Source: an optimization exercise on an open RTL-to-GDS flow (aim: a short achievable clock period and few clock cycles). Production flows keep margins and buffers that such runs may drop. Where RTL was checked, it was by simulation tests only, not by an equivalence proof against the original. Function not checked in run 1: the RTL went through the layout flow alone. No driver is modelled on the clock port, so clock power and skew are understated where the tree is cut down; a real chip needs a root buffer or a tree. No activity file was given, so power comes from the tool's default toggle rates.

## flow/run.sh

```bash
#!/bin/bash
# synth_recipe.tcl (not shown) runs the flow's synth.tcl, then flattens the netlist and writes it again
# the make line also repeats each setting of config.mk as NAME=value (left out here)
make -C /OpenROAD-flow-scripts/flow DESIGN_CONFIG=/design/flow/config.mk WORK_HOME=/design/flow/orfs CLKGATE_MAP_FILE= SYNTH_SCRIPT=/design/flow/synth_recipe.tcl finish
```

## flow/config.mk

```make
export PLATFORM = sky130hd
export DESIGN_NAME = ssq_chunkenc
export DESIGN_NICKNAME = ssq_chunkenc
export VERILOG_FILES = /design/flow/design.v
export SDC_FILE = /design/flow/constraint.sdc
export NUM_CORES = 4
export LEC_CHECK = 0
export ABC_CLOCK_PERIOD_IN_PS = 2000
export CAP_MARGIN = 20
export CORE_MARGIN = 2
export CORE_UTILIZATION = 40
export SETUP_SLACK_MARGIN = 4.0
export SLEW_MARGIN = 20
```

## flow/constraint.sdc

```tcl
create_clock -name core_clock -period 6.5 [get_ports {clk}]
set_input_delay 1.3000 -clock core_clock [delete_from_list [all_inputs] [get_ports {clk}]]
set_output_delay 1.3000 -clock core_clock [all_outputs]
set_load 0.01 [all_outputs]
```

## flow/design.v

```verilog
module ssq_chunkenc (
    input  wire        clk,
    input  wire        rst,
    input  wire        in_valid,
    output reg         in_ready,
    input  wire [7:0]  in_data,
    input  wire        in_last,
    output reg         out_valid,
    input  wire        out_ready,
    output reg  [7:0]  out_data,
    output reg         out_last,
    output reg  [15:0] out_sym_len,
    output reg  [2:0]  out_chunk_pad,
    output reg  [15:0] out_total,
    output reg  [15:0] out_conv
);
    localparam DDEPTH = 24;         
    localparam EDEPTH = 6;          
    localparam DTH    = 3;          
    localparam MTH    = EDEPTH - 3; 
    integer i, j;
    reg        v1, l1;
    reg [7:0]  d1;
    wire       in_fire = in_valid && in_ready;
    always @(posedge clk) begin
        v1 <= !rst && in_fire;
        d1 <= in_data;
        l1 <= in_last;
    end
    reg        v2, l2, f2;
    reg [7:0]  b2;
    reg        pr2, hi2, lin2, lt75_2;
    reg [7:0]  a48_2, m27_2, ctl2;
    reg [4:0]  ph2;       
    reg [4:0]  ph_s;      
    reg        first_s;   
    reg [7:0]  ctl_c;
    always @(*) begin
        if (d1[6])
            ctl_c = 8'd68;                  
        else
            case (d1[4:0])
                5'd0:   ctl_c = 8'd48;      
                5'd1:   ctl_c = 8'd49;      
                5'd2:   ctl_c = 8'd50;      
                5'd3:   ctl_c = 8'd51;      
                5'd4:   ctl_c = 8'd52;      
                5'd5:   ctl_c = 8'd53;      
                5'd6:   ctl_c = 8'd54;      
                5'd7:   ctl_c = 8'd55;      
                5'd8:   ctl_c = 8'd56;      
                5'd9:   ctl_c = 8'd57;      
                5'd10:  ctl_c = 8'd32;      
                5'd11:  ctl_c = 8'd118;     
                5'd12:  ctl_c = 8'd102;     
                5'd13:  ctl_c = 8'd114;     
                5'd14:  ctl_c = 8'd83;      
                5'd15:  ctl_c = 8'd73;      
                default: ctl_c = 8'd69;     
            endcase
    end
    always @(posedge clk) begin
        b2     <= d1;
        pr2    <= (d1 >= 8'd32) && (d1 <= 8'd126);
        hi2    <= d1[7];
        lin2   <= ((d1 >= 8'd16) && (d1 <= 8'd26)) || ((d1 >= 8'd28) && (d1 <= 8'd31));
        lt75_2 <= d1[6:0] < 7'd75;
        a48_2  <= {1'b0, d1[6:0]} + 8'd48;      
        m27_2  <= {1'b0, d1[6:0]} - 8'd27;      
        ctl2   <= ctl_c;
        l2     <= l1;
        ph2    <= ph_s;
        f2     <= first_s;
        if (rst) begin
            v2      <= 1'b0;
            ph_s    <= 5'b00001;
            first_s <= 1'b1;
        end else begin
            v2 <= v1;
            if (v1) begin
                first_s <= l1;
                if (l1)
                    ph_s <= 5'b00001;
                else                        
                    ph_s <= {ph_s[1:0], ph_s[4:2]};
            end
        end
    end
    reg        v3, l3, c3, f3;
    reg [7:0]  n3;
    reg [4:0]  ph3;
    always @(posedge clk) begin
        if (pr2)
            n3 <= b2;
        else if (hi2)
            n3 <= lt75_2 ? a48_2 : m27_2;
        else if (lin2)
            n3 <= b2 + 8'd64;                   
        else
            n3 <= ctl2;
        c3  <= !pr2;
        l3  <= l2;
        f3  <= f2;
        ph3 <= ph2;
        v3  <= !rst && v2;
    end
    reg [7:0]  prevn;     
    reg        v4, l4, c4, f4;
    reg [7:0]  b4;
    reg [8:0]  keep4;
    reg [2:0]  pad4;
    wire [11:0] w = {prevn[3:0], n3};    
    wire [8:0]  keep_ph [0:4];
    genvar gp, gj, gi;
    generate
        for (gp = 0; gp < 5; gp = gp + 1) begin : g_ph
            wire [8:0] sp;               
            for (gj = 0; gj < 8; gj = gj + 1) begin : g_bit
                localparam integer CP = (gp + gj) % 5;    
                wire [11:0] earlier;
                for (gi = 0; gi < 12; gi = gi + 1) begin : g_e
                    assign earlier[gi] = (7 - gi >= gj - CP) && (7 - gi <= gj - 2) ? w[gi] : 1'b0;
                end
                if (CP >= 2) begin : g_sp
                    assign sp[gj] = w[7 - gj] && !w[8 - gj] && (|earlier);
                end else begin : g_nosp
                    assign sp[gj] = 1'b0;
                end
            end
            assign sp[8] = 1'b0;
            for (gj = 0; gj < 8; gj = gj + 1) begin : g_keep
                assign keep_ph[gp][7 - gj] = w[7 - gj] || sp[gj + 1];
            end
            assign keep_ph[gp][8] = sp[0];
        end
    endgenerate
    wire [8:0] keep_c = ({9{ph3[0]}} & keep_ph[0]) | ({9{ph3[1]}} & keep_ph[1]) |
                        ({9{ph3[2]}} & keep_ph[2]) | ({9{ph3[3]}} & keep_ph[3]) |
                        ({9{ph3[4]}} & keep_ph[4]);
    always @(posedge clk) begin
        if (v3)
            prevn <= n3;
        b4    <= n3;
        keep4 <= keep_c;
        l4    <= l3;
        c4    <= c3;
        f4    <= f3;
        pad4  <= {ph3[3], ph3[0] | ph3[4], ph3[1] | ph3[4]};
        v4    <= !rst && v3;
    end
    reg        v5, l5, c5, f5;
    reg [4:0]  symA5;
    reg [3:0]  symB5;
    reg [2:0]  cntA5, cntB5;
    reg [2:0]  pad5;
    reg [4:0]  symA_c;
    reg [3:0]  symB_c;
    reg [2:0]  ra, rb;
    always @(*) begin
        symA_c = 5'd0;
        ra = {2'd0, keep4[8]};
        for (j = 0; j < 4; j = j + 1) begin
            for (i = 0; i < 5; i = i + 1)
                if (b4[7 - j] && ra == i)
                    symA_c[4 - i] = 1'b1;
            ra = ra + {2'd0, keep4[7 - j]};
        end
        symB_c = 4'd0;
        rb = 3'd0;
        for (j = 4; j < 8; j = j + 1) begin
            for (i = 0; i < 4; i = i + 1)
                if (b4[7 - j] && rb == i)
                    symB_c[3 - i] = 1'b1;
            rb = rb + {2'd0, keep4[7 - j]};
        end
    end
    always @(posedge clk) begin
        symA5 <= symA_c;
        symB5 <= symB_c;
        cntA5 <= ra;
        cntB5 <= rb;
        l5    <= l4;
        c5    <= c4;
        f5    <= f4;
        pad5  <= pad4;
        v5    <= !rst && v4;
    end
    reg        v6, l6, c6, f6;
    reg [8:0]  sym6;
    reg [3:0]  t6;
    reg [2:0]  pad6;
    always @(posedge clk) begin
        sym6 <= {symA5, 4'd0} | ({symB5, 5'd0} >> cntA5);
        t6   <= {1'b0, cntA5} + {1'b0, cntB5};
        l6   <= l5;
        c6   <= c5;
        f6   <= f5;
        pad6 <= pad5;
        v6   <= !rst && v5;
    end
    reg        v7, l7, c7, f7;
    reg [15:0] sh7;       
    reg [3:0]  t7;
    reg [2:0]  pad7;
    reg        ge8_7, eq16_7, gt8_7;
    reg [2:0]  pos_s;
    wire [4:0] q6 = {2'd0, pos_s} + {1'b0, t6};
    always @(posedge clk) begin
        sh7    <= {sym6, 7'd0} >> pos_s;
        t7     <= t6;
        l7     <= l6;
        c7     <= c6;
        f7     <= f6;
        pad7   <= pad6;
        ge8_7  <= q6 >= 5'd8;
        gt8_7  <= q6 > 5'd8;
        eq16_7 <= q6 == 5'd16;
        if (rst) begin
            v7    <= 1'b0;
            pos_s <= 3'd0;
        end else begin
            v7 <= v6;
            if (v6)
                pos_s <= l6 ? 3'd0 : q6[2:0];
        end
    end
    reg [7:0]  acc;
    reg        v8, l8, f8, w0_8, w1_8;
    reg [7:0]  d0_8, d1_8;
    reg [2:0]  pad8;
    reg [7:0]  sym_lo, tot_lo, conv_lo;
    reg        sym_cy8, tot_cy8, conv_cy8;
    wire [15:0] win = {acc, 8'd0} | sh7;
    wire [8:0]  sym_lo_n  = {1'b0, f7 ? 8'd0 : sym_lo}  + {5'd0, t7};
    wire [8:0]  tot_lo_n  = {1'b0, f7 ? 8'd0 : tot_lo}  + 9'd1;
    wire [8:0]  conv_lo_n = {1'b0, f7 ? 8'd0 : conv_lo} + {8'd0, c7};
    always @(posedge clk) begin
        d0_8 <= win[15:8];
        d1_8 <= win[7:0];
        w0_8 <= ge8_7 || l7;
        w1_8 <= eq16_7 || (l7 && gt8_7);
        l8   <= l7;
        f8   <= f7;
        pad8 <= pad7;
        sym_cy8  <= sym_lo_n[8];
        tot_cy8  <= tot_lo_n[8];
        conv_cy8 <= conv_lo_n[8];
        if (rst) begin
            v8  <= 1'b0;
            acc <= 8'd0;
        end else begin
            v8 <= v7;
            if (v7)
                acc <= (l7 || eq16_7) ? 8'd0 : (ge8_7 ? win[7:0] : win[15:8]);
        end
        if (v7) begin
            sym_lo  <= sym_lo_n[7:0];
            tot_lo  <= tot_lo_n[7:0];
            conv_lo <= conv_lo_n[7:0];
        end
    end
    reg        v9, l9;
    reg [2:0]  pad9;
    reg [7:0]  sym_lo9, tot_lo9, conv_lo9;
    reg [7:0]  sym_hi, tot_hi, conv_hi;
    always @(posedge clk) begin
        sym_lo9  <= sym_lo;
        tot_lo9  <= tot_lo;
        conv_lo9 <= conv_lo;
        pad9     <= pad8;
        l9       <= l8;
        v9       <= !rst && v8;
        if (v8) begin
            sym_hi  <= (f8 ? 8'd0 : sym_hi)  + {7'd0, sym_cy8};
            tot_hi  <= (f8 ? 8'd0 : tot_hi)  + {7'd0, tot_cy8};
            conv_hi <= (f8 ? 8'd0 : conv_hi) + {7'd0, conv_cy8};
        end
    end
    reg [8:0]        dmem [0:DDEPTH-1];   
    reg [DDEPTH-1:0] wp;                  
    reg [DDEPTH-1:0] rp;                  
    reg [DDEPTH-1:0] dcnt;                
    reg [50:0]       emem [0:EDEPTH-1];   
    reg [EDEPTH-1:0] ewp, erp;
    reg [EDEPTH-1:0] ewe;                 
    reg [3:0]        mcnt;                
    wire dw0 = v8 && w0_8;
    wire dw1 = v8 && w1_8;
    wire [DDEPTH-1:0] rpm1 = {rp[0], rp[DDEPTH-1:1]};
    reg  [8:0]  dhead, dprev;
    reg  [50:0] ehead;
    always @(*) begin
        dhead = 9'd0;
        dprev = 9'd0;
        for (i = 0; i < DDEPTH; i = i + 1) begin
            dhead = dhead | (dmem[i] & {9{rp[i]}});
            dprev = dprev | (dmem[i] & {9{rpm1[i]}});
        end
        ehead = 51'd0;
        for (i = 0; i < EDEPTH; i = i + 1)
            ehead = ehead | (emem[i] & {51{erp[i]}});
    end
    reg  out_tag;
    wire dne      = |(wp & ~rp);          
    wire next_end = out_valid && !out_last && out_tag;
    wire load     = !out_valid || out_ready;
    wire pop      = load && !next_end && dne;
    wire end_done = out_valid && out_last && out_ready;
    reg        pop_r, end_done_r;
    wire       msg_in = v1 && l1;
    always @(posedge clk) begin
        for (i = 0; i < DDEPTH; i = i + 1) begin
            if (dw0 && wp[i])
                dmem[i] <= {l8 && !w1_8, d0_8};
            else if (dw1 && wp[(i + DDEPTH - 1) % DDEPTH])
                dmem[i] <= {l8, d1_8};
        end
        for (i = 0; i < EDEPTH; i = i + 1)
            if (ewe[i])
                emem[i] <= {sym_hi, sym_lo9, pad9, tot_hi, tot_lo9, conv_hi, conv_lo9};
        {out_tag, out_data} <= load ? dhead : dprev;
        {out_sym_len, out_chunk_pad, out_total, out_conv} <= ehead;
        if (rst) begin
            wp        <= {{(DDEPTH-1){1'b0}}, 1'b1};
            rp        <= {{(DDEPTH-1){1'b0}}, 1'b1};
            dcnt      <= {DDEPTH{1'b0}};
            ewp       <= {{(EDEPTH-1){1'b0}}, 1'b1};
            ewe       <= {EDEPTH{1'b0}};
            erp       <= {{(EDEPTH-1){1'b0}}, 1'b1};
            mcnt      <= 4'd0;
            pop_r     <= 1'b0;
            end_done_r <= 1'b0;
            out_valid <= 1'b0;
            out_last  <= 1'b0;
            in_ready  <= 1'b1;
        end else begin
            if (dw1)
                wp <= {wp[DDEPTH-3:0], wp[DDEPTH-1:DDEPTH-2]};
            else if (dw0)
                wp <= {wp[DDEPTH-2:0], wp[DDEPTH-1]};
            if (pop)
                rp <= {rp[DDEPTH-2:0], rp[DDEPTH-1]};
            pop_r      <= pop;
            end_done_r <= end_done;
            case ({dw1, dw0, pop_r})
                3'b001:         dcnt <= {1'b0, dcnt[DDEPTH-1:1]};
                3'b010, 3'b111: dcnt <= {dcnt[DDEPTH-2:0], 1'b1};
                3'b110:         dcnt <= {dcnt[DDEPTH-3:0], 2'b11};
                default:        dcnt <= dcnt;
            endcase
            ewe <= (v8 && l8) ? ewp : {EDEPTH{1'b0}};
            if (v8 && l8)
                ewp <= {ewp[EDEPTH-2:0], ewp[EDEPTH-1]};
            if (end_done)
                erp <= {erp[EDEPTH-2:0], erp[EDEPTH-1]};
            mcnt <= mcnt + {3'd0, msg_in} - {3'd0, end_done_r};
            out_valid <= (out_valid && !out_ready) || next_end || dne;
            out_last  <= (out_valid && !out_ready && out_last) || (out_ready && next_end);
            in_ready  <= !dcnt[DTH] && (mcnt <= MTH);
        end
    end
endmodule
```

==> flow_summary.json, run 1 <==
{
  "cp_top_family": "flip-flops",
  "critical_path.max_stage_delay_ns": 0.39,
  "synth-edff-count": 574,
  "crit_path_cell_trace": "buf_6",
  "worst-endpoint-arrival_ns": 1.18,
  "p_leak_uw": 0.0156,
  "dr_total_vias": 25522,
  "drive_gt1_share_pct": 19.0,
  "crit_path_end_kind": "output port",
  "synth-main-ff-cell": "sky130_fd_sc_hd__edfxtp_1",
  "r2r_slack_ns": 4.09,
  "syn-instance-count": 2878,
  "final.setup_skew_ns": 0.0436,
  "syn-cell-area_sq_um": 38000,
  "htree_levels": 3,
  "core_sq_um": 94600,
  "die_w_um": 312,
  "dr.pass1.iters": 10,
  "drv.max_cap_violation_count": 0,
  "initial_utilization_pct": 40.2,
  "hold_violations": 0,
  "cts_sinks": 972,
  "cts_root_buf": "sky130_fd_sc_hd__clkbuf_16",
  "period_share_pct": 38.1,
  "irDropWorstVdd_mv": 0.180,
  "maxSlewHeadroom_pct": 19.6,
  "drt-vias-per-instance": 5.97,
  "syn_nets": 2948,
  "placed_cells_incl_taps": 4078,
  "post_layout_nonfiller_instances": 4277,
  "ios": 75,
  "final_nets": 2994,
  "synth_commonest_cells": "sky130_fd_sc_hd__edfxtp_1, sky130_fd_sc_hd__dfxtp_1, sky130_fd_sc_hd__a22oi_1",
  "drc": 0,
  "floorplan.die_area_sq_um": 97600,
  "synth_most_common_cell": "sky130_fd_sc_hd__edfxtp_1",
  "fmax_mhz": 403,
  "run_status": "finished clean",
  "fp.dieH_um": 312,
  "powerDensity_nw_per_um2": 322,
  "synthesis.area_per_instance_sq_um": 13.2,
  "netlist_top_cells_area": "sky130_fd_sc_hd__edfxtp_1, sky130_fd_sc_hd__dfxtp_1, sky130_fd_sc_hd__a22oi_1",
  "synth_seq_cells": 972,
  "post-route-cell-area_sq_um": 43400,
  "tritoncts_clock_tree": "done",
  "numCtsBuffers": 100,
  "hold_ws_ns": 0.322,
  "worst-slew-pin-transition_ns": 1.20,
  "yosys.area.top_type": "sky130_fd_sc_hd__edfxtp_1",
  "setup_total_negative_slack_ns": 0,
  "grt_antenna_before_repair": 0,
  "worst_setup_hold_path_clk_slew_ns": 0.06,
  "maximum_number_of_pins_on_one_net_before_global_route_repair": 77,
  "netlist.area_leader.share_pct": 45.3,
  "wire_per_inst_um": 26.0,
  "yosys.cell_types.count": 61,
  "setup.worst_path.start_class": "register",
  "critical_path_buf_inv_count": 1,
  "ys_warn_count": 3,
  "critPathRequiredTime_ns": 5.20,
  "proportion_of_synthesized_flip_flops_having_asynchronous_set_or_reset_pct": 0,
  "rows": 113,
  "final_weighted_congestion_in_routability_driven_placement": 1.01,
  "report.final.setup_viol": 0,
  "yosysSeqAreaShare_pct": 66.2,
  "routed_wirelength_um": 111000,
  "cp_max_fo": 1,
  "final_antenna_net_count": 0,
  "holdCritPathClass": "reg -> reg",
  "via_count_of_the_first_global_routing_pass": 25074,
  "first_pass_grt_wire_length_um": 165000,
  "finalWorstPathRequiredPeriod_ns": 2.48,
  "critical_path.slowest_cell": "sky130_fd_sc_hd__dfxtp_4",
  "clock_insertion_delay_worst_skew_ns": 0.68,
  "drt_iter0_markers": 3136,
  "numPortBuffers": 74,
  "detailedPlacementHpwl_um": 69300,
  "fillers": 8287,
  "cts_max_path_buffers": 3,
  "slew_viol_final": 0,
  "worst-setup-path-type": "reg -> out",
  "setup_repair_after_global_routing_missed_its_margin": "yes",
  "grt_overflow": 0,
  "synthToLayoutAreaGrowth_pct": 14.1,
  "placed_area_sq_um": 40100,
  "grt.total_usage_pct": 22.3
}
layer usage:
metal / vias to the layer above / part of all wire, % / global-route usage [%] / wire (um)
li1: 11085 / - / - / -
met1: 12662 / 41 / 29.6 / 45500
met2: 1437 / 45 / 35.2 / 50100
met3: 338 / 9.9 / 6.37 / 11000
met4: 0 / 4.2 / 7.67 / 4690
met5: - / 0 / 0.193 / 0
cell usage in the layout, fill, tap and decap left out, types with 20 or more instances in the layout:
cell type	synthesis	layout
sky130_fd_sc_hd__edfxtp_1	574	574
sky130_fd_sc_hd__dfxtp_1	398	355
sky130_fd_sc_hd__a22oi_1	306	306
sky130_fd_sc_hd__mux2_2	202	202
sky130_fd_sc_hd__nor2_1	132	131
sky130_fd_sc_hd__nand2_1	125	112
sky130_fd_sc_hd__nand3_1	111	111
sky130_fd_sc_hd__clkbuf_16	0	104
sky130_fd_sc_hd__a21oi_1	91	91
sky130_fd_sc_hd__o21ai_0	66	66
sky130_fd_sc_hd__inv_1	60	59
sky130_fd_sc_hd__buf_4	0	54
sky130_fd_sc_hd__buf_2	9	51
sky130_fd_sc_hd__nand2b_1	51	50
sky130_fd_sc_hd__ha_1	49	49
sky130_fd_sc_hd__nor2b_1	48	48
sky130_fd_sc_hd__nand4_1	41	41
sky130_fd_sc_hd__mux2i_1	41	41
sky130_fd_sc_hd__a22o_1	38	38
sky130_fd_sc_hd__nor3_1	32	31
sky130_fd_sc_hd__dfxtp_2	0	29
sky130_fd_sc_hd__o22ai_1	27	27
sky130_fd_sc_hd__a221oi_1	25	25
sky130_fd_sc_hd__a211oi_1	24	24
sky130_fd_sc_hd__nand3b_1	23	23
sky130_fd_sc_hd__xor2_1	22	22
sky130_fd_sc_hd__clkinv_2	0	22
sky130_fd_sc_hd__clkbuf_1	153	21
sky130_fd_sc_hd__xnor2_1	20	20
sky130_fd_sc_hd__a222oi_1	20	20
sky130_fd_sc_hd__a21boi_0	20	20
state kept, by name (all words and copies together) (netlist names), 9 cells and up, named ones only:
| register | flops |
|---|---|
| sh7 | 16 |
| out_total | 16 |
| out_sym_len | 16 |
| keep4 | 9 |
| dcnt | 24 |
| sym6 | 9 |
| wp | 24 |
| rp | 24 |
| dmem | 216 |
| emem | 306 |
| out_conv | 16 |
what timing repair did:
action / 4_1_cts / 5_1_grt
hold buffers: 0 / 0
setup endpoints to repair: 502 / 136
gates resized for setup: 288 / 21
setup buffers: 2 / 3
pin swaps: 1 / 2
cloned: 3 / 1
worst paths after layout:
kind              cells after the start           to        start
setup / recovery                      1  out_data[1]  out_data[1]
hold reg to reg                       0      pad7[0]      pad6[0]
setup reg to reg                      5  dmem[20][8]         w0_8
hold / removal                        0      pad7[0]      pad6[0]
where the power goes:
part	internal, uW	total [uW]	switching (uW)
clock network	3400	5840	2450
registers	6710	7060	352
logic	453	1090	640
worst reg2reg max path, cell delays in order (launching register included):
cell,delay (ns)
sky130_fd_sc_hd__dfxtp_4,0.54
sky130_fd_sc_hd__and2_4,0.42
sky130_fd_sc_hd__buf_4,0.36
sky130_fd_sc_hd__nand2_1,0.35
sky130_fd_sc_hd__o21ai_0,0.18
sky130_fd_sc_hd__buf_4,0.24
per-stage QoR:
stage          worst slack [ns]  total power (uW)  util [%]
6_report                   4.02             14000      45.9
5_1_grt                    3.99             14500      45.9
4_1_cts                    3.99             14100      45.8
3_5_place_dp               3.02              8240      42.3
3_3_place_gp               2.88              8210      42.3
2_1_floorplan              4.22              7770         -
cell type report:
type                            count  area [sq um]  area share, %
Sequential cell                   972         25300           58.2
Multi-Input combinational cell   1659         12000           27.6
Clock buffer                      140          2880           6.62
Tap cell                         1265          1580           3.64
Timing Repair Buffer              128           900           2.07
Clock inverter                     48           532           1.22
Inverter                           61           233          0.536
Timing Repair inverter              2          10.0         0.0230
Antenna cell                        2          5.00         0.0115
kinds of logic after synthesis:
| logic type | count (synthesis) | synth area share, % |
|---|---|---|
| AND/OR/NAND/NOR | 625 | 8.23 |
| buffers and inverters | 249 | 2.53 |
| XOR/XNOR | 42 | 0.967 |
| adder cells (fa/ha/maj) | 57 | 2.03 |
| multiplexers | 243 | 7.06 |
| flip-flops | 972 | 66.2 |
| AO/OA/AOI/OAI | 690 | 12.9 |
==> inputs of run 2 (changes only) <==
--- a/flow/design.v
+++ b/flow/design.v
@@ -17,3 +17,3 @@
     localparam DDEPTH = 24;         
-    localparam EDEPTH = 6;          
+    localparam EDEPTH = 5;          
     localparam DTH    = 3;          
==> flow/flow/run.sh (new file) <==
#!/bin/bash
# The standard layout, except for the clock tree: CTS builds the leaf
# clusters, and flow/post_cts.tcl replaces the levels above them with root
# buffers that the clock port drives directly (see that file).
set -euo pipefail
here=$(pwd)
export CTS_ARGS="-sink_clustering_enable -repair_clock_nets -sink_clustering_size 24 -sink_clustering_max_diameter 80 -dont_use_dummy_load"
export POST_CTS_TCL="$here/flow/post_cts.tcl"
bash standard.sh > "$here/standard.log" 2>&1
==> flow/flow/post_cts.tcl (new file) <==
# Replace the upper levels of the clock tree that CTS built with a flat one:
# the clock port drives NROOT root buffers, each placed at the centre of
# the leaf buffers of one part of the die and driving them directly. The
# leaf buffers (and everything below them) stay as CTS made them, and every
# register still gets its clock through exactly two buffers.
set nroot 4
set db [ord::get_db]
set block [ord::get_db_block]
set bufm [$db findMaster sky130_fd_sc_hd__clkbuf_16]

proc is_buf {inst} {
  set m [[$inst getMaster] getName]
  return [expr {[string match "*clkbuf*" $m] || [string match "*__buf_*" $m]}]
}
proc out_net {inst} {
  foreach it [$inst getITerms] {
    if {[[$it getMTerm] getIoType] == "OUTPUT"} { return [$it getNet] }
  }
  return "NULL"
}
proc in_iterm {inst} {
  foreach it [$inst getITerms] {
    if {[[$it getMTerm] getIoType] == "INPUT" && [[$it getMTerm] getSigType] != "POWER" && [[$it getMTerm] getSigType] != "GROUND"} { return $it }
  }
  return "NULL"
}
proc loads {net} {
  set r {}
  foreach it [$net getITerms] {
    if {[[$it getMTerm] getIoType] == "INPUT"} { lappend r $it }
  }
  return $r
}

set clknet [$block findNet clk]
# walk the tree
set upper {}
set leaves {}
set todo [list $clknet]
while {[llength $todo] > 0} {
  set net [lindex $todo 0]
  set todo [lrange $todo 1 end]
  foreach it [loads $net] {
    set inst [$it getInst]
    if {![is_buf $inst]} { continue }
    set on [out_net $inst]
    if {$on == "NULL"} { continue }
    set has_reg 0
    foreach l [loads $on] {
      if {![is_buf [$l getInst]]} { set has_reg 1 }
    }
    if {$has_reg} {
      lappend leaves $inst
    } else {
      lappend upper $inst
      lappend todo $on
    }
  }
}
puts "clock tree: [llength $upper] upper buffers, [llength $leaves] leaf buffers"

# group the leaves: split by x, then each half by y
proc centre {inst} {
  set b [$inst getBBox]
  return [list [expr {([$b xMin] + [$b xMax]) / 2}] [expr {([$b yMin] + [$b yMax]) / 2}]]
}
proc split_by {insts axis} {
  set l {}
  foreach i $insts { lappend l [list [lindex [centre $i] $axis] $i] }
  set l [lsort -integer -index 0 $l]
  set n [llength $l]
  set h [expr {$n / 2}]
  set a {}; set b {}
  foreach e [lrange $l 0 [expr {$h - 1}]] { lappend a [lindex $e 1] }
  foreach e [lrange $l $h end] { lappend b [lindex $e 1] }
  return [list $a $b]
}
if {$nroot == 1} {
  set groups [list $leaves]
} elseif {$nroot == 2} {
  set groups [split_by $leaves 0]
} else {
  lassign [split_by $leaves 0] gl gr
  set groups [concat [split_by $gl 1] [split_by $gr 1]]
}

# detach the leaves, remove the upper buffers and their nets
foreach inst $leaves { [in_iterm $inst] disconnect }
foreach inst $upper {
  set on [out_net $inst]
  odb::dbInst_destroy $inst
  if {$on != "NULL" && $on != $clknet} { odb::dbNet_destroy $on }
}

set k 0
foreach g $groups {
  if {[llength $g] == 0} { continue }
  set sx 0; set sy 0
  foreach i $g { lassign [centre $i] x y; set sx [expr {$sx + $x}]; set sy [expr {$sy + $y}] }
  set cx [expr {$sx / [llength $g]}]
  set cy [expr {$sy / [llength $g]}]
  set r [odb::dbInst_create $block $bufm "clkroot_$k"]
  $r setLocation $cx $cy
  $r setPlacementStatus PLACED
  set n [odb::dbNet_create $block "clknet_root_$k"]
  $n setSigType CLOCK
  [$r findITerm A] connect $clknet
  [$r findITerm X] connect $n
  foreach i $g { [in_iterm $i] connect $n }
  puts "root $k at $cx $cy drives [llength $g] leaf buffers"
  incr k
}

global_connect
detailed_placement
check_placement -verbose
estimate_parasitics -placement
report_clock_skew
report_clock_latency
==> flow/standard.sh (new file) <==
#!/bin/bash
# synth_recipe.tcl (not shown) runs the flow's synth.tcl, then flattens the netlist and writes it again
# the make line also repeats each setting of config.mk as NAME=value (left out here)
make -C /OpenROAD-flow-scripts/flow DESIGN_CONFIG=/design/flow/config.mk WORK_HOME=/design/flow/orfs CLKGATE_MAP_FILE= SYNTH_SCRIPT=/design/flow/synth_recipe.tcl "${@:-finish}"
--- a/flow/config.mk
+++ b/flow/config.mk
@@ -11,3 +11,3 @@
 export CORE_UTILIZATION = 40
-export SETUP_SLACK_MARGIN = 4.0
+export SETUP_SLACK_MARGIN = 4.4
 export SLEW_MARGIN = 20
removed: flow/run.sh
==> flow_summary.json, run 2 <==
{
  "run_status": "finished clean",
  "final_weighted_congestion_in_routability_driven_placement": 0.935,
  "routed_wirelength_um": 105000,
  "crit_cells": 1,
  "die_w_um": 305,
  "dr_total_vias": 23927,
  "critical_path.max_stage_delay_ns": 0.39,
  "worst_r2r_endpoint": "symA5[4]",
  "synthesis.area_per_instance_sq_um": 13.1,
  "drt-vias-per-instance": 6.06,
  "fp.dieH_um": 305,
  "layout_commonest_cell": "sky130_fd_sc_hd__edfxtp_1",
  "cp_top_family": "flip-flops",
  "maxSlewHeadroom_pct": 42.1,
  "cp_max_fo": 1,
  "power_switching_uw": 2610,
  "proportion_of_synthesized_flip_flops_having_asynchronous_set_or_reset_pct": 0,
  "initial_utilization_pct": 40.3,
  "largest_register_ffs": 255,
  "drv.max_cap_violation_count": 0,
  "timing.final.ws_setup_ns": 4.27,
  "synth_compound_gate_area_share_pct": 12.6,
  "reg2reg_from": "keep4[8]",
  "rows": 110,
  "min_to": "f7",
  "ios": 75,
  "netlist_top_cells_area": "sky130_fd_sc_hd__edfxtp_1, sky130_fd_sc_hd__dfxtp_1, sky130_fd_sc_hd__mux2_2",
  "grt.total_usage_pct": 22.1,
  "muxShareOfSynthArea_pct": 7.86,
  "numPortBuffers": 74,
  "yosys.cell_types.count": 63,
  "drc": 0,
  "crit_path_end_kind": "output port",
  "worst-endpoint-arrival_ns": 0.93,
  "critPathRequiredTime_ns": 5.20,
  "synth_seq_cells": 918,
  "final_antenna_net_count": 0,
  "powerDensity_nw_per_um2": 265,
  "dominant_combinational_cell_family_by_area_after_synthesis": "compound AO/OA/AOI/OAI gates",
  "worst_setup_hold_path_clk_slew_ns": 0.08,
  "largestRegisters": "emem: 255 flops, dmem: 216 flops",
  "synth_most_common_cell": "sky130_fd_sc_hd__edfxtp_1",
  "synth-main-ff-cell": "sky130_fd_sc_hd__edfxtp_1",
  "yosys.area.top_type": "sky130_fd_sc_hd__edfxtp_1",
  "slew_viol_final": 0,
  "critical_path_buf_inv_count": 1,
  "power_frac_comb_pct": 9.5,
  "period_share_pct": 34.3,
  "p_leak_uw": 0.0143,
  "yosysSeqAreaShare_pct": 65.2,
  "internal_power_component_uw": 8010,
  "floorplan.die_area_sq_um": 92900,
  "synth_commonest_cells": "sky130_fd_sc_hd__edfxtp_1, sky130_fd_sc_hd__dfxtp_1, sky130_fd_sc_hd__a22oi_1",
  "finalWorstPathRequiredPeriod_ns": 2.23,
  "r2r_slack_ns": 4.33,
  "synth-edff-count": 523,
  "worst-slew-pin-transition_ns": 0.869,
  "worst_slack_at_placement_ns": 2.66,
  "syn-instance-count": 2765,
  "synthToLayoutAreaGrowth_pct": 10.8,
  "total_power_uw": 10600,
  "grt_antenna_before_repair": 1,
  "setup.worst_path.start_class": "register",
  "drive_gt1_share_pct": 20.6,
  "cts_sinks": 918,
  "synthSimpleGateAreaFrac_pct": 8.51,
  "irDropWorstVdd_mv": 0.155,
  "drt_iter0_markers": 3368,
  "first_pass_grt_wire_length_um": 155000,
  "hold_depth": 0,
  "grt_overflow": 0,
  "setup_repair_after_global_routing_missed_its_margin": "yes",
  "via_count_of_the_first_global_routing_pass": 23212,
  "syn_nets": 2836,
  "critical_path.slowest_cell": "sky130_fd_sc_hd__dfxtp_4",
  "final.setup_skew_ns": 0.0465,
  "core_sq_um": 89900,
  "report.final.setup_viol": 0,
  "netlist.area_leader.share_pct": 43.4,
  "p_sw_share_pct": 24.6,
  "power.clock.fraction_pct": 27.5,
  "worst-setup-path-type": "reg -> out",
  "wire_per_inst_um": 26.6,
  "post_synth_fa_ha_maj_area_fraction_pct": 2.17,
  "r2r.worst_path.cells": 6,
  "hold_violations": 0,
  "ys_warn_count": 3,
  "yosys.area_share.xor_xnor_pct": 1.02,
  "setup_total_negative_slack_ns": 0,
  "final_nets": 2846,
  "crit_path_cell_trace": "buf_6",
  "detailedPlacementHpwl_um": 65000,
  "layout_common_cells": "sky130_fd_sc_hd__edfxtp_1, sky130_fd_sc_hd__dfxtp_1, sky130_fd_sc_hd__a22oi_1",
  "power_frac_seq_pct": 63.1,
  "maximum_number_of_pins_on_one_net_before_global_route_repair": 76,
  "hold_start": "f6",
  "dr.pass1.iters": 8,
  "largest_register": "emem",
  "holdCritPathClass": "reg -> reg",
  "fmax_mhz": 448,
  "syn-cell-area_sq_um": 36200,
  "clock_insertion_delay_worst_skew_ns": 0.44
}
-- run 2: cell types whose count changed in the layout (fill, tap and decap cells not counted), moves of 41 or more --
cell / before / now
sky130_fd_sc_hd__a22oi_1: 306 / 205
sky130_fd_sc_hd__a222oi_1: 20 / 70
sky130_fd_sc_hd__dfxtp_1: 355 / 314
sky130_fd_sc_hd__nand3_1: 111 / 57
sky130_fd_sc_hd__clkbuf_16: 104 / 46
sky130_fd_sc_hd__edfxtp_1: 574 / 523
-- run 2: worst max-delay path by stage --
stage | startpoint | end | slack (ns)
final | out_data[5] | out_data[5] | 4.27
after global routing | keep4[8] | symA5[4] | 4.22
after detailed placement | w0_8 | dmem[20][3] | 2.66
after global placement | w0_8 | dmem[20][3] | 2.69
after floorplan | keep4[8] | symA5[4] | 4.36
-- run 2: area by class of cell, clock buffers not listed --
cell class	count	area (sq um)
flip-flops and latches	918	23700
repair buffers	141	1400
well taps	1176	1470
multi-input cells	1611	12100
inverters	58	223
fillers	7979	49800
plain buffers	4	100
diodes	2	5.00
-- run 2: cell families after synthesis --
family	after synthesis
compound gates	617
xor+xnor	42
fa+ha+maj	58
buf+inv	240
flops	918
mux	259
simple gates	631
-- run 2: per-stage QoR --
stage               instances  utilization [%]  hold WS (ns)  cell area (sq um)
floorplan                2765                -         0.310              36300
global placement         3873             42.3         0.310              38000
detailed placement       3874             42.4         0.312              38100
global route             3949             44.6         0.336              40100
finish                   3951             44.6         0.329              40100
-- run 2: per-layer routing --
layer	GRT usage, %	vias up	part of all wire, %
met3	5.10	345	10
li1	-	10447	-
met5	0	-	0
met2	35.1	1324	46
met4	10.0	0	5.5
met1	28.8	11811	39
-- run 2: power groups by stage --
| stage | registers (uW) | clock network [uW] | logic, uW |
|---|---|---|---|
| 3_3_place_gp | 6810 | 0 | 881 |
| 3_5_place_dp | 6820 | 0 | 896 |
| 6_report | 6700 | 2920 | 1000 |
| 5_1_grt | 6730 | 3180 | 1110 |
| 2_1_floorplan | 6540 | 0 | 771 |
Testbench counts of run 2, summed over its fixed seeds: cycles 57,813.
==> inputs of run 3 (changes only) <==
--- a/flow/design.v
+++ b/flow/design.v
@@ -151,25 +151,31 @@
     reg        v5, l5, c5, f5;
-    reg [4:0]  symA5;
-    reg [3:0]  symB5;
-    reg [2:0]  cntA5, cntB5;
+    reg [4:0]  symA5, thA5;
+    reg [3:0]  symB5, thB5;
     reg [2:0]  pad5;
-    reg [4:0]  symA_c;
-    reg [3:0]  symB_c;
-    reg [2:0]  ra, rb;
+    reg [4:0]  symA_c, thA;
+    reg [3:0]  symB_c, thB;
+    reg [4:0]  kA, bA;
+    reg [3:0]  kB, bB;
     always @(*) begin
+        kA = {keep4[8], keep4[7:4]};       
+        bA = {1'b0, b4[7:4]};
         symA_c = 5'd0;
-        ra = {2'd0, keep4[8]};
-        for (j = 0; j < 4; j = j + 1) begin
+        thA = 5'd0;
+        for (j = 0; j < 5; j = j + 1) begin
             for (i = 0; i < 5; i = i + 1)
-                if (b4[7 - j] && ra == i)
+                if (bA[4 - j] && (i == 0 || thA[i - 1]) && !thA[i])
                     symA_c[4 - i] = 1'b1;
-            ra = ra + {2'd0, keep4[7 - j]};
+            if (kA[4 - j])
+                thA = {thA[3:0], 1'b1};
         end
+        kB = keep4[3:0];
+        bB = b4[3:0];
         symB_c = 4'd0;
-        rb = 3'd0;
-        for (j = 4; j < 8; j = j + 1) begin
+        thB = 4'd0;
+        for (j = 0; j < 4; j = j + 1) begin
             for (i = 0; i < 4; i = i + 1)
-                if (b4[7 - j] && rb == i)
+                if (bB[3 - j] && (i == 0 || thB[i - 1]) && !thB[i])
                     symB_c[3 - i] = 1'b1;
-            rb = rb + {2'd0, keep4[7 - j]};
+            if (kB[3 - j])
+                thB = {thB[2:0], 1'b1};
         end
@@ -179,4 +185,4 @@
         symB5 <= symB_c;
-        cntA5 <= ra;
-        cntB5 <= rb;
+        thA5  <= thA;
+        thB5  <= thB;
         l5    <= l4;
@@ -189,7 +195,22 @@
     reg [8:0]  sym6;
-    reg [3:0]  t6;
+    reg [9:0]  t6;        
     reg [2:0]  pad6;
+    wire [5:0] ohA = {thA5, 1'b1} & ~{1'b0, thA5};
+    wire [4:0] ohB = {thB5, 1'b1} & ~{1'b0, thB5};
+    reg  [8:0] sym_c;
+    reg  [9:0] t_c;
+    always @(*) begin
+        sym_c = {symA5, 4'd0};
+        for (i = 0; i < 6; i = i + 1)
+            if (ohA[i])
+                sym_c = sym_c | ({symB5, 5'd0} >> i);
+        t_c = 10'd0;
+        for (i = 0; i < 6; i = i + 1)
+            for (j = 0; j < 5; j = j + 1)
+                if (ohA[i] && ohB[j])
+                    t_c[i + j] = 1'b1;
+    end
     always @(posedge clk) begin
-        sym6 <= {symA5, 4'd0} | ({symB5, 5'd0} >> cntA5);
-        t6   <= {1'b0, cntA5} + {1'b0, cntB5};
+        sym6 <= sym_c;
+        t6   <= t_c;
         l6   <= l5;
@@ -202,10 +223,28 @@
     reg [15:0] sh7;       
-    reg [3:0]  t7;
+    reg [3:0]  t7;        
     reg [2:0]  pad7;
     reg        ge8_7, eq16_7, gt8_7;
-    reg [2:0]  pos_s;
-    wire [4:0] q6 = {2'd0, pos_s} + {1'b0, t6};
+    reg [7:0]  pos_s;     
+    reg [16:0] q_c;       
+    reg [7:0]  posn_c;
+    reg [15:0] sh_c;
+    always @(*) begin
+        q_c = 17'd0;
+        for (i = 0; i < 8; i = i + 1)
+            for (j = 1; j < 10; j = j + 1)
+                if (pos_s[i] && t6[j])
+                    q_c[i + j] = 1'b1;
+        for (i = 0; i < 8; i = i + 1)
+            posn_c[i] = q_c[i] || q_c[i + 8] || (i == 0 && q_c[16]);
+        sh_c = 16'd0;
+        for (i = 0; i < 8; i = i + 1)
+            if (pos_s[i])
+                sh_c = sh_c | ({sym6, 7'd0} >> i);
+    end
     always @(posedge clk) begin
-        sh7    <= {sym6, 7'd0} >> pos_s;
-        t7     <= t6;
+        sh7    <= sh_c;
+        t7     <= {t6[8] | t6[9],
+                   t6[4] | t6[5] | t6[6] | t6[7],
+                   t6[2] | t6[3] | t6[6] | t6[7],
+                   t6[1] | t6[3] | t6[5] | t6[7] | t6[9]};
         l7     <= l6;
@@ -214,8 +253,8 @@
         pad7   <= pad6;
-        ge8_7  <= q6 >= 5'd8;
-        gt8_7  <= q6 > 5'd8;
-        eq16_7 <= q6 == 5'd16;
+        ge8_7  <= |q_c[16:8];
+        gt8_7  <= |q_c[16:9];
+        eq16_7 <= q_c[16];
         if (rst) begin
             v7    <= 1'b0;
-            pos_s <= 3'd0;
+            pos_s <= 8'd1;
         end else begin
@@ -223,3 +262,3 @@
             if (v6)
-                pos_s <= l6 ? 3'd0 : q6[2:0];
+                pos_s <= l6 ? 8'd1 : posn_c;
         end
@@ -230,8 +269,46 @@
     reg [2:0]  pad8;
-    reg [7:0]  sym_lo, tot_lo, conv_lo;
+    reg [3:0]  sym_lo, tot_lo, conv_lo;
     reg        sym_cy8, tot_cy8, conv_cy8;
     wire [15:0] win = {acc, 8'd0} | sh7;
-    wire [8:0]  sym_lo_n  = {1'b0, f7 ? 8'd0 : sym_lo}  + {5'd0, t7};
-    wire [8:0]  tot_lo_n  = {1'b0, f7 ? 8'd0 : tot_lo}  + 9'd1;
-    wire [8:0]  conv_lo_n = {1'b0, f7 ? 8'd0 : conv_lo} + {8'd0, c7};
+    wire [3:0]  sym_lo0  = f7 ? 4'd0 : sym_lo;
+    wire [3:0]  tot_lo0  = f7 ? 4'd0 : tot_lo;
+    wire [3:0]  conv_lo0 = f7 ? 4'd0 : conv_lo;
+    wire [4:0]  sym_lo_n  = add4(sym_lo0, t7);
+    wire [4:0]  tot_lo_n  = inc4(tot_lo0, 1'b1);
+    wire [4:0]  conv_lo_n = inc4(conv_lo0, c7);
+    function [4:0] add4;
+        input [3:0] a, b;
+        reg   [3:0] g, p;
+        reg   [4:0] c;
+        begin
+            g = a & b;
+            p = a ^ b;
+            c[0] = 1'b0;
+            c[1] = g[0];
+            c[2] = g[1] | (p[1] & g[0]);
+            c[3] = g[2] | (p[2] & g[1]) | (p[2] & p[1] & g[0]);
+            c[4] = g[3] | (p[3] & g[2]) | (p[3] & p[2] & g[1]) | (p[3] & p[2] & p[1] & g[0]);
+            add4 = {c[4], p ^ c[3:0]};
+        end
+    endfunction
+    function [4:0] inc4;
+        input [3:0] a;
+        input       ci;
+        begin
+            inc4 = {ci & (&a[3:0]),
+                    a[3] ^ (ci & (&a[2:0])),
+                    a[2] ^ (ci & (&a[1:0])),
+                    a[1] ^ (ci & a[0]),
+                    a[0] ^ ci};
+        end
+    endfunction
+    function [11:0] inc12;
+        input [11:0] a;
+        input        ci;
+        integer      k;
+        begin
+            for (k = 0; k < 12; k = k + 1)
+                inc12[k] = a[k] ^ (ci & ((a & ((12'd1 << k) - 12'd1)) == ((12'd1 << k) - 12'd1)));
+        end
+    endfunction
     always @(posedge clk) begin
@@ -244,5 +321,5 @@
         pad8 <= pad7;
-        sym_cy8  <= sym_lo_n[8];
-        tot_cy8  <= tot_lo_n[8];
-        conv_cy8 <= conv_lo_n[8];
+        sym_cy8  <= sym_lo_n[4];
+        tot_cy8  <= tot_lo_n[4];
+        conv_cy8 <= conv_lo_n[4];
         if (rst) begin
@@ -256,5 +333,5 @@
         if (v7) begin
-            sym_lo  <= sym_lo_n[7:0];
-            tot_lo  <= tot_lo_n[7:0];
-            conv_lo <= conv_lo_n[7:0];
+            sym_lo  <= sym_lo_n[3:0];
+            tot_lo  <= tot_lo_n[3:0];
+            conv_lo <= conv_lo_n[3:0];
         end
@@ -263,4 +340,4 @@
     reg [2:0]  pad9;
-    reg [7:0]  sym_lo9, tot_lo9, conv_lo9;
-    reg [7:0]  sym_hi, tot_hi, conv_hi;
+    reg [3:0]  sym_lo9, tot_lo9, conv_lo9;
+    reg [11:0] sym_hi, tot_hi, conv_hi;
     always @(posedge clk) begin
@@ -273,5 +350,5 @@
         if (v8) begin
-            sym_hi  <= (f8 ? 8'd0 : sym_hi)  + {7'd0, sym_cy8};
-            tot_hi  <= (f8 ? 8'd0 : tot_hi)  + {7'd0, tot_cy8};
-            conv_hi <= (f8 ? 8'd0 : conv_hi) + {7'd0, conv_cy8};
+            sym_hi  <= inc12(f8 ? 12'd0 : sym_hi,  sym_cy8);
+            tot_hi  <= inc12(f8 ? 12'd0 : tot_hi,  tot_cy8);
+            conv_hi <= inc12(f8 ? 12'd0 : conv_hi, conv_cy8);
         end
@@ -279,3 +356,5 @@
     reg [8:0]        dmem [0:DDEPTH-1];   
+    reg [DDEPTH-1:0] wpa;                 
     reg [DDEPTH-1:0] wp;                  
+    reg [DDEPTH-1:0] we0, we1;            
     reg [DDEPTH-1:0] rp;                  
@@ -288,2 +367,4 @@
     wire dw1 = v8 && w1_8;
+    wire w0_7 = v7 && (ge8_7 || l7);
+    wire w1_7 = v7 && (eq16_7 || (l7 && gt8_7));
     wire [DDEPTH-1:0] rpm1 = {rp[0], rp[DDEPTH-1:1]};
@@ -312,5 +393,5 @@
         for (i = 0; i < DDEPTH; i = i + 1) begin
-            if (dw0 && wp[i])
+            if (we0[i])
                 dmem[i] <= {l8 && !w1_8, d0_8};
-            else if (dw1 && wp[(i + DDEPTH - 1) % DDEPTH])
+            else if (we1[i])
                 dmem[i] <= {l8, d1_8};
@@ -324,2 +405,5 @@
             wp        <= {{(DDEPTH-1){1'b0}}, 1'b1};
+            wpa       <= {{(DDEPTH-1){1'b0}}, 1'b1};
+            we0       <= {DDEPTH{1'b0}};
+            we1       <= {DDEPTH{1'b0}};
             rp        <= {{(DDEPTH-1){1'b0}}, 1'b1};
@@ -336,6 +420,9 @@
         end else begin
-            if (dw1)
-                wp <= {wp[DDEPTH-3:0], wp[DDEPTH-1:DDEPTH-2]};
-            else if (dw0)
-                wp <= {wp[DDEPTH-2:0], wp[DDEPTH-1]};
+            we0 <= w0_7 ? wpa : {DDEPTH{1'b0}};
+            we1 <= w1_7 ? {wpa[DDEPTH-2:0], wpa[DDEPTH-1]} : {DDEPTH{1'b0}};
+            if (w1_7)
+                wpa <= {wpa[DDEPTH-3:0], wpa[DDEPTH-1:DDEPTH-2]};
+            else if (w0_7)
+                wpa <= {wpa[DDEPTH-2:0], wpa[DDEPTH-1]};
+            wp <= wpa;
             if (pop)
==> flow_summary.json, run 3 <==
{
  "fp.dieH_um": 313,
  "final_weighted_congestion_in_routability_driven_placement": 0.921,
  "maximum_number_of_pins_on_one_net_before_global_route_repair": 66,
  "critical_path_buf_inv_count": 1,
  "ios": 75,
  "yosys.area.top_type": "sky130_fd_sc_hd__edfxtp_1",
  "timing.final.ws_setup_ns": 4.23,
  "busiest_layer": "met2",
  "yosys.cell_types.count": 69,
  "syn-cell-area_sq_um": 38100,
  "final_antenna_net_count": 0,
  "dr_total_vias": 24630,
  "gr-usage-met3_pct": 3.57,
  "largest_register": "emem",
  "synthToLayoutAreaGrowth_pct": 8.54,
  "synth_most_common_cell": "sky130_fd_sc_hd__edfxtp_1",
  "largest_register_ffs": 255,
  "power_frac_comb_pct": 6.9,
  "syn_nets": 2968,
  "crit_path_end_kind": "output port",
  "worst_setup_hold_path_clk_slew_ns": 0.10,
  "worst_slack_at_placement_ns": 3.10,
  "detailedPlacementHpwl_um": 59800,
  "setup_total_negative_slack_ns": 0,
  "post_layout_nonfiller_instances": 4127,
  "hold_violations": 0,
  "dr.pass1.iters": 10,
  "initial_utilization_pct": 40.2,
  "cp_top_family": "flip-flops",
  "hold_ws_ns": 0.324,
  "placed_cells_incl_taps": 4064,
  "first_pass_grt_wire_length_um": 152000,
  "cts_sinks": 991,
  "largestRegisters": "emem: 255 flops, dmem: 216 flops",
  "yosysSeqAreaShare_pct": 65.8,
  "holdCritPathClass": "reg -> reg",
  "worst-endpoint-arrival_ns": 0.97,
  "maxSlewHeadroom_pct": 29.6,
  "irDropWorstVdd_mv": 0.170,
  "wire_per_inst_um": 24.9,
  "p_sw_share_pct": 23.4,
  "groute.layer.met2.usage_pct": 33.1,
  "rows": 113,
  "worst-setup-path-type": "reg -> out",
  "final.setup_skew_ns": 0.0503,
  "internal_power_component_uw": 8430,
  "slew_viol_final": 0,
  "synth-edff-count": 523,
  "layout_commonest_cell": "sky130_fd_sc_hd__edfxtp_1",
  "drive_gt1_share_pct": 16.7,
  "grt_overflow": 0,
  "setup.worst_path.start_class": "register",
  "global_route.usage.met1_pct": 26.8,
  "routed_wirelength_um": 103000,
  "p_leak_uw": 0.0142,
  "finalWorstPathRequiredPeriod_ns": 2.27,
  "netlist_top_cells_area": "sky130_fd_sc_hd__edfxtp_1, sky130_fd_sc_hd__dfxtp_1, sky130_fd_sc_hd__mux2_2",
  "fmax_mhz": 441,
  "drt_iter0_markers": 3349,
  "core_sq_um": 94700,
  "final_nets": 2905,
  "fillers": 8560,
  "critPathRequiredTime_ns": 5.20,
  "setup_repair_after_global_routing_missed_its_margin": "yes",
  "critical_path.max_stage_delay_ns": 0.41,
  "ys_warn_count": 12,
  "clock_insertion_delay_worst_skew_ns": 0.45,
  "fin_util_pct": 43.7,
  "power.clock.fraction_pct": 28.5,
  "powerDensity_nw_per_um2": 266,
  "worst-slew-pin-transition_ns": 1.06,
  "synth_commonest_cells": "sky130_fd_sc_hd__edfxtp_1, sky130_fd_sc_hd__dfxtp_1, sky130_fd_sc_hd__a22oi_1",
  "drc": 0,
  "critical_path.slowest_cell": "sky130_fd_sc_hd__dfxtp_4",
  "numPortBuffers": 74,
  "run_status": "finished clean",
  "grt_antenna_before_repair": 1,
  "power_switching_uw": 2570,
  "proportion_of_synthesized_flip_flops_having_asynchronous_set_or_reset_pct": 0,
  "floorplan.die_area_sq_um": 97700,
  "netlist.area_leader.share_pct": 41.2,
  "drv.max_cap_violation_count": 0,
  "synthesis.area_per_instance_sq_um": 13.0,
  "report.final.setup_viol": 0,
  "crit_path_cell_trace": "buf_6",
  "syn-instance-count": 2926,
  "synth-main-ff-cell": "sky130_fd_sc_hd__edfxtp_1",
  "die_w_um": 313,
  "cp_max_fo": 2,
  "drt-vias-per-instance": 5.97,
  "power_frac_seq_pct": 64.6,
  "layout_common_cells": "sky130_fd_sc_hd__edfxtp_1, sky130_fd_sc_hd__dfxtp_1, sky130_fd_sc_hd__a22oi_1",
  "via_count_of_the_first_global_routing_pass": 24317,
  "grt.total_usage_pct": 20.2,
  "synth_seq_cells": 991,
  "period_share_pct": 34.9
}
[run 3: final cells by class, clock buffers not listed]
cell class	instances	area (sq um)	area share [%]
repair buffers	128	1220	2.95
well taps	1265	1580	3.83
plain buffers	4	100	0.242
multi-input cells	1634	12000	28.9
flip-flops and latches	991	25200	60.8
inverters	60	228	0.551
diodes	1	2.50	0.00605
[run 3: through the flow]
stage               area, sq um  power [uW]
finish                    41300       11000
detailed placement        39800        7920
global placement          39800        7890
global route              41300       11400
floorplan                 38100        7630
[run 3: cell families (layout without fill, tap and decap cells)]
logic type,after synthesis,count (layout),synth area share [%]
simple gates,657,658,8.88
mux,227,227,6.61
fa+ha+maj,31,31,1.04
flops,991,991,65.8
compound gates,665,666,13.4
buf+inv,303,236,3.08
other cells,0,1,0
xor+xnor,52,52,1.20
[run 3: worst paths after layout]
kind,startpoint,to,slack (ns),depth (start not counted)
worst min-delay path,f2,f3,0.32,0
worst max register to register,rp[4],rp[12],4.46,8
worst min register to register,f2,f3,0.32,0
worst max-delay path,out_last,out_last,4.23,1
[run 3: metal layers]
metal	up-vias	routed length [um]
li1	10881	-
met1	12262	42000
met2	1224	47700
met3	263	8570
met4	0	4270
met5	-	0
[run 3: power groups by stage]
| stage | combinational (uW) | clock (uW) | sequential, uW |
|---|---|---|---|
| 6_report | 764 | 3130 | 7100 |
| 5_1_grt | 832 | 3420 | 7130 |
| 3_5_place_dp | 699 | 0 | 7220 |
| 3_3_place_gp | 678 | 0 | 7210 |
| 2_1_floorplan | 642 | 0 | 6980 |
Testbench counts of run 3, summed over its fixed seeds: cycles 57,813.
==> inputs of run 4 (changes only) <==
--- a/flow/config.mk
+++ b/flow/config.mk
@@ -10,4 +10,5 @@
 export CORE_MARGIN = 2
-export CORE_UTILIZATION = 40
-export SETUP_SLACK_MARGIN = 4.4
+export CORE_UTILIZATION = 60
+export PLACE_DENSITY = 0.75
+export SETUP_SLACK_MARGIN = 4.5
 export SLEW_MARGIN = 20
==> flow_summary.json, run 4 <==
{
  "run_status": "finished clean",
  "layout_commonest_cell": "sky130_fd_sc_hd__edfxtp_1",
  "worst_setup_hold_path_clk_slew_ns": 0.10,
  "via_count_of_the_first_global_routing_pass": 23810,
  "die_w_um": 256,
  "fp.dieH_um": 256,
  "timing.final.ws_setup_ns": 4.24,
  "drv.max_cap_violation_count": 0,
  "drt-vias-per-instance": 6.68,
  "syn-instance-count": 2926,
  "yosys.cell_types.count": 69,
  "layout_common_cells": "sky130_fd_sc_hd__edfxtp_1, sky130_fd_sc_hd__dfxtp_1, sky130_fd_sc_hd__a22oi_1",
  "holdCritPathClass": "reg -> reg",
  "critPathRequiredTime_ns": 5.20,
  "slew_viol_final": 0,
  "dr_total_vias": 24723,
  "yosys.area.top_type": "sky130_fd_sc_hd__edfxtp_1",
  "total_power_uw": 10900,
  "placed_area_sq_um": 39400,
  "diodes": 0,
  "core_sq_um": 63000,
  "first_pass_grt_wire_length_um": 148000,
  "initial_utilization_pct": 60.5,
  "yosysSeqAreaShare_pct": 65.8,
  "powerDensity_nw_per_um2": 267,
  "synth-edff-count": 523,
  "grt.total_usage_pct": 29.4,
  "drt_iter0_markers": 3912,
  "synth_most_common_cell": "sky130_fd_sc_hd__edfxtp_1",
  "largestRegisters": "emem: 255 flops, dmem: 216 flops",
  "reg2reg_from": "we0[0]",
  "critical_path.max_stage_delay_ns": 0.40,
  "hold_depth": 0,
  "report.final.setup_viol": 0,
  "finalWorstPathRequiredPeriod_ns": 2.26,
  "irDropWorstVdd_mv": 0.190,
  "synthToLayoutAreaGrowth_pct": 7.31,
  "worst-endpoint-arrival_ns": 0.96,
  "routed_wirelength_um": 98200,
  "final.setup_skew_ns": 0.0387,
  "hold_start": "l5",
  "dr.pass1.iters": 9,
  "min_to": "l6",
  "fmax_mhz": 442,
  "rows": 92,
  "proportion_of_synthesized_flip_flops_having_asynchronous_set_or_reset_pct": 0,
  "hold_violations": 0,
  "synthesis.area_per_instance_sq_um": 13.0,
  "clock_insertion_delay_worst_skew_ns": 0.45,
  "setup_total_negative_slack_ns": 0,
  "cts_sinks": 991,
  "ios": 75,
  "maximum_number_of_pins_on_one_net_before_global_route_repair": 71,
  "cp_max_fo": 1,
  "drive_gt1_share_pct": 17.4,
  "final_antenna_net_count": 0,
  "crit_path_end_kind": "output port",
  "numPortBuffers": 74,
  "syn_nets": 2968,
  "drc": 0,
  "grt_antenna_before_repair": 0,
  "worst-setup-path-type": "reg -> out",
  "p_leak_uw": 0.0141,
  "worst_r2r_endpoint": "dmem[0][0]",
  "final_nets": 2901,
  "netlist_top_cells_area": "sky130_fd_sc_hd__edfxtp_1, sky130_fd_sc_hd__dfxtp_1, sky130_fd_sc_hd__mux2_2",
  "setup.worst_path.start_class": "register",
  "syn-cell-area_sq_um": 38100,
  "fillers": 4595,
  "setup_repair_after_global_routing_missed_its_margin": "yes",
  "floorplan.die_area_sq_um": 65500,
  "sequential_cell_area_sq_um": 25200,
  "ys_warn_count": 12,
  "r2r_slack_ns": 4.40,
  "largest_register_ffs": 255,
  "multi_input_area_sq_um": 12000,
  "final_weighted_congestion_in_routability_driven_placement": 0.947,
  "crit_path_cell_trace": "buf_6",
  "wire_per_inst_um": 26.5,
  "grt_overflow": 0,
  "cp_top_family": "flip-flops",
  "hold_ws_ns": 0.307,
  "period_share_pct": 34.8,
  "detailedPlacementHpwl_um": 57900,
  "synth_commonest_cells": "sky130_fd_sc_hd__edfxtp_1, sky130_fd_sc_hd__dfxtp_1, sky130_fd_sc_hd__a22oi_1",
  "netlist.area_leader.share_pct": 41.2,
  "worst_slack_at_placement_ns": 3.10,
  "worst-slew-pin-transition_ns": 1.10,
  "maxSlewHeadroom_pct": 26.6,
  "synth_seq_cells": 991,
  "critical_path.slowest_cell": "sky130_fd_sc_hd__dfxtp_4",
  "post-route-cell-area_sq_um": 40900,
  "synth-main-ff-cell": "sky130_fd_sc_hd__edfxtp_1",
  "largest_register": "emem",
  "r2r.worst_path.cells": 1,
  "critical_path_buf_inv_count": 1
}
[run 4: cell counts after synthesis]
No cell type changed its count.
[run 4: per-stage QoR]
stage | std cells | util [%]
floorplan | 2926 | -
global route | 3703 | 64.9
global placement | 3644 | 62.5
finish | 3703 | 64.9
detailed placement | 3644 | 62.5
[run 4: cell families (layout without fill, tap and decap cells)]
kind of cell,Yosys count,count (layout),share of synthesized area [%]
xor gates and xnor gates,52,52,1.20
adders and majority gates,31,31,1.04
muxes,227,227,6.61
and+or+nand+nor,657,658,8.88
buffers and inverters,303,232,3.08
AOI/OAI and AO/OA,665,666,13.4
DFF,991,991,65.8
[run 4: where the power goes]
part	internal, uW	switching, uW
combinational	357	396
sequential	6740	341
clock	1290	1780
total	8390	2520
[run 4: routing by layer]
layer,GRT usage [%],vias to the layer above,part of all wire (%)
met5,0,-,0
met4,10.3,0,4.4
met3,6.36,290,11
met2,46.9,1407,46
met1,40.1,12155,38
li1,-,10871,-
[run 4: worst max-delay path by stage]
stage                            from           to  slack (ns)  cells after the start
after floorplan             out_ready       rp[10]        4.40                      5
final                     out_data[1]  out_data[1]        4.24                      1
after global routing         out_last     out_last        4.23                      1
after global placement      out_ready       rp[11]        3.18                      5
after detailed placement    out_ready       rp[10]        3.10                      5
[run 4: area by class of cell, clock buffers not listed]
cell class                      count  share of cell area (%)
Buffer                              4                   0.245
Multi-Input combinational cell   1634                    29.5
Tap cell                          846                    2.59
Sequential cell                   991                    61.6
Inverter                           60                   0.569
Timing Repair Buffer              125                    2.96
==> inputs of run 5 (changes only) <==
--- a/flow/flow/run.sh
+++ b/flow/flow/run.sh
@@ -6,3 +6,3 @@
 here=$(pwd)
-export CTS_ARGS="-sink_clustering_enable -repair_clock_nets -sink_clustering_size 24 -sink_clustering_max_diameter 80 -dont_use_dummy_load"
+export CTS_ARGS="-sink_clustering_enable -repair_clock_nets -sink_clustering_size 28 -sink_clustering_max_diameter 100 -dont_use_dummy_load"
 export POST_CTS_TCL="$here/flow/post_cts.tcl"
--- a/flow/config.mk
+++ b/flow/config.mk
@@ -10,5 +10,4 @@
 export CORE_MARGIN = 2
-export CORE_UTILIZATION = 60
-export PLACE_DENSITY = 0.75
-export SETUP_SLACK_MARGIN = 4.5
+export CORE_UTILIZATION = 40
+export SETUP_SLACK_MARGIN = 4.4
 export SLEW_MARGIN = 20
==> flow_summary.json, run 5 <==
{
  "drive_gt1_share_pct": 16.6,
  "post-route-cell-area_sq_um": 41200,
  "synth-main-ff-cell": "sky130_fd_sc_hd__edfxtp_1",
  "power_switching_uw": 2520,
  "cts_sinks": 991,
  "fillers": 8549,
  "power_frac_comb_pct": 7.1,
  "worst-slew-pin-transition_ns": 1.09,
  "detailedPlacementHpwl_um": 59800,
  "wire_per_inst_um": 24.9,
  "worst-setup-path-type": "reg -> out",
  "hold_violations": 0,
  "grt_overflow": 0,
  "yosys.cell_types.count": 69,
  "first_pass_grt_wire_length_um": 152000,
  "worst-endpoint-arrival_ns": 0.96,
  "p_leak_uw": 0.0141,
  "largest_register": "emem",
  "drt_iter0_markers": 3303,
  "drc": 0,
  "run_status": "finished clean",
  "yosysSeqAreaShare_pct": 65.8,
  "critical_path_buf_inv_count": 1,
  "via_count_of_the_first_global_routing_pass": 24368,
  "critical_path.slowest_cell": "sky130_fd_sc_hd__dfxtp_4",
  "power.clock.fraction_pct": 27.0,
  "grt_antenna_before_repair": 1,
  "layout_commonest_cell": "sky130_fd_sc_hd__edfxtp_1",
  "layout_common_cells": "sky130_fd_sc_hd__edfxtp_1, sky130_fd_sc_hd__dfxtp_1, sky130_fd_sc_hd__a22oi_1",
  "crit_path_cell_trace": "buf_6",
  "synthToLayoutAreaGrowth_pct": 8.18,
  "syn-cell-area_sq_um": 38100,
  "final_nets": 2900,
  "core_sq_um": 94700,
  "synth-edff-count": 523,
  "final.setup_skew_ns": 0.0593,
  "floorplan.die_area_sq_um": 97700,
  "crit_path_end_kind": "output port",
  "multi_input_area_sq_um": 12000,
  "setup_repair_after_global_routing_missed_its_margin": "yes",
  "fp.dieH_um": 313,
  "synth_commonest_cells": "sky130_fd_sc_hd__edfxtp_1, sky130_fd_sc_hd__dfxtp_1, sky130_fd_sc_hd__a22oi_1",
  "maximum_number_of_pins_on_one_net_before_global_route_repair": 66,
  "drt-vias-per-instance": 5.97,
  "dr_total_vias": 24616,
  "report.final.setup_viol": 0,
  "rows": 113,
  "syn-instance-count": 2926,
  "critPathRequiredTime_ns": 5.20,
  "p_sw_share_pct": 23.4,
  "fmax_mhz": 443,
  "syn_nets": 2968,
  "irDropWorstVdd_mv": 0.163,
  "drv.max_cap_violation_count": 0,
  "largestRegisters": "emem: 255 flops, dmem: 216 flops",
  "cp_max_fo": 2,
  "timing.final.ws_setup_ns": 4.24,
  "powerDensity_nw_per_um2": 261,
  "largest_register_ffs": 255,
  "finalWorstPathRequiredPeriod_ns": 2.26,
  "period_share_pct": 34.7,
  "netlist_top_cells_area": "sky130_fd_sc_hd__edfxtp_1, sky130_fd_sc_hd__dfxtp_1, sky130_fd_sc_hd__mux2_2",
  "internal_power_component_uw": 8250,
  "initial_utilization_pct": 40.2,
  "clock_insertion_delay_worst_skew_ns": 0.44,
  "total_power_uw": 10800,
  "netlist.area_leader.share_pct": 41.2,
  "final_weighted_congestion_in_routability_driven_placement": 0.921,
  "worst_slack_at_placement_ns": 3.10,
  "critical_path.max_stage_delay_ns": 0.41,
  "ios": 75,
  "worst_setup_hold_path_clk_slew_ns": 0.11,
  "synth_seq_cells": 991,
  "sequential_cell_area_sq_um": 25200,
  "holdCritPathClass": "reg -> reg",
  "slew_viol_final": 0,
  "yosys.area.top_type": "sky130_fd_sc_hd__edfxtp_1",
  "cp_top_family": "flip-flops",
  "final_antenna_net_count": 0,
  "die_w_um": 313,
  "numPortBuffers": 74,
  "ys_warn_count": 12,
  "maxSlewHeadroom_pct": 27.3,
  "dr.pass1.iters": 8,
  "synth_most_common_cell": "sky130_fd_sc_hd__edfxtp_1",
  "setup.worst_path.start_class": "register",
  "power_frac_seq_pct": 65.9,
  "synthesis.area_per_instance_sq_um": 13.0,
  "grt.total_usage_pct": 20.2,
  "placed_area_sq_um": 39800,
  "routed_wirelength_um": 103000,
  "proportion_of_synthesized_flip_flops_having_asynchronous_set_or_reset_pct": 0,
  "setup_total_negative_slack_ns": 0
}
## run 5: final cells by class, clock buffers not listed
class                      count  area share, %
tap                         1265           3.84
antenna                        1        0.00607
inverter                      60          0.553
multi-input combinational   1634           29.1
sequential                   991           61.0
timing repair buffer         130           3.01
buffer                         4          0.243
## run 5: layer usage
metal  up-vias  GRT usage, %  routed length (um)
li1      10868             -                   -
met1     12220          26.7               41700
met2      1249          33.2               47700
met3       279          3.38                8450
met4         0          7.95                4580
met5         -             0                   0
## run 5: power by group through the flow
stage / Clock [uW] / Sequential, uW / Combinational [uW]
3_3_place_gp: 0 / 7210 / 678
6_report: 2910 / 7110 / 764
2_1_floorplan: 0 / 6980 / 642
3_5_place_dp: 0 / 7220 / 699
5_1_grt: 3190 / 7140 / 836
## run 5: cells by family after synthesis
group | after synthesis | synth area share, %
multiplexers | 227 | 6.61
AND/OR/NAND/NOR | 657 | 8.88
adder cells (fa/ha/maj) | 31 | 1.04
AO/OA/AOI/OAI | 665 | 13.4
XOR/XNOR | 52 | 1.20
flip-flops | 991 | 65.8
buffers and inverters | 303 | 3.08
## run 5: final timing paths
path	slack, ns	from	endpoint	cells after the start
hold / removal	0.33	ph2[2]	ph3[2]	0
setup reg to reg	4.42	we0[17]	dmem[17][5]	1
setup / recovery	4.24	out_last	out_last	1
hold reg to reg	0.33	ph2[2]	ph3[2]	0
## run 5: through the flow
| step | utilization (%) | std cells | hold slack, ns |
|---|---|---|---|
| 2_1_floorplan | - | 2926 | 0.310 |
| 3_3_place_gp | 42.0 | 4064 | 0.314 |
| 3_5_place_dp | 42.0 | 4064 | 0.312 |
| 5_1_grt | 43.5 | 4121 | 0.333 |
| 6_report | 43.5 | 4122 | 0.333 |

==> what the ideal ports hide <==
The flow's constraints put no driver on any port. The routed layouts listed below were extracted and timed again, unchanged, in two steps.
Step 1 (the two cells are an assumption about what drives the block):
set clk [get_ports {clk}]
set_driving_cell -lib_cell sky130_fd_sc_hd__clkbuf_16 $clk
set_driving_cell -lib_cell sky130_fd_sc_hd__buf_2 [delete_from_list [all_inputs] $clk]
Step 2 also shifts input and output timing later by t, the mid clock arrival at the registers, as if the neighbouring blocks saw the same clock.
a / b / c = ideal / step 1 / step 2; a / b = the first two.
| run | t, ns | slack for setup (ns) | slew at the worst register clock pin (ns) | worst data-port slew with drivers (ns) |
|---|---|---|---|---|
| run 1 | 0.724 | 4.021 / 3.953 / 3.380 | 0.06 / 0.06 | 0.05 |
| run 2 | 0.566 | 4.270 / 4.124 / 3.966 | 0.10 / 0.10 | 0.08 |
| run 3 | 0.562 | 4.231 / 4.092 / 3.955 | 0.10 / 0.10 | 0.04 |
| run 4 | 0.555 | 4.238 / 4.101 / 4.070 | 0.10 / 0.10 | 0.06 |
| run 5 | 0.543 | 4.241 / 4.105 / 3.926 | 0.12 / 0.12 | 0.04 |
After both steps every run listed still meets setup and hold. For run 1, which loses most, drivers alone change the setup slack by -0.068 ns; drivers and shift together by -0.641 ns.
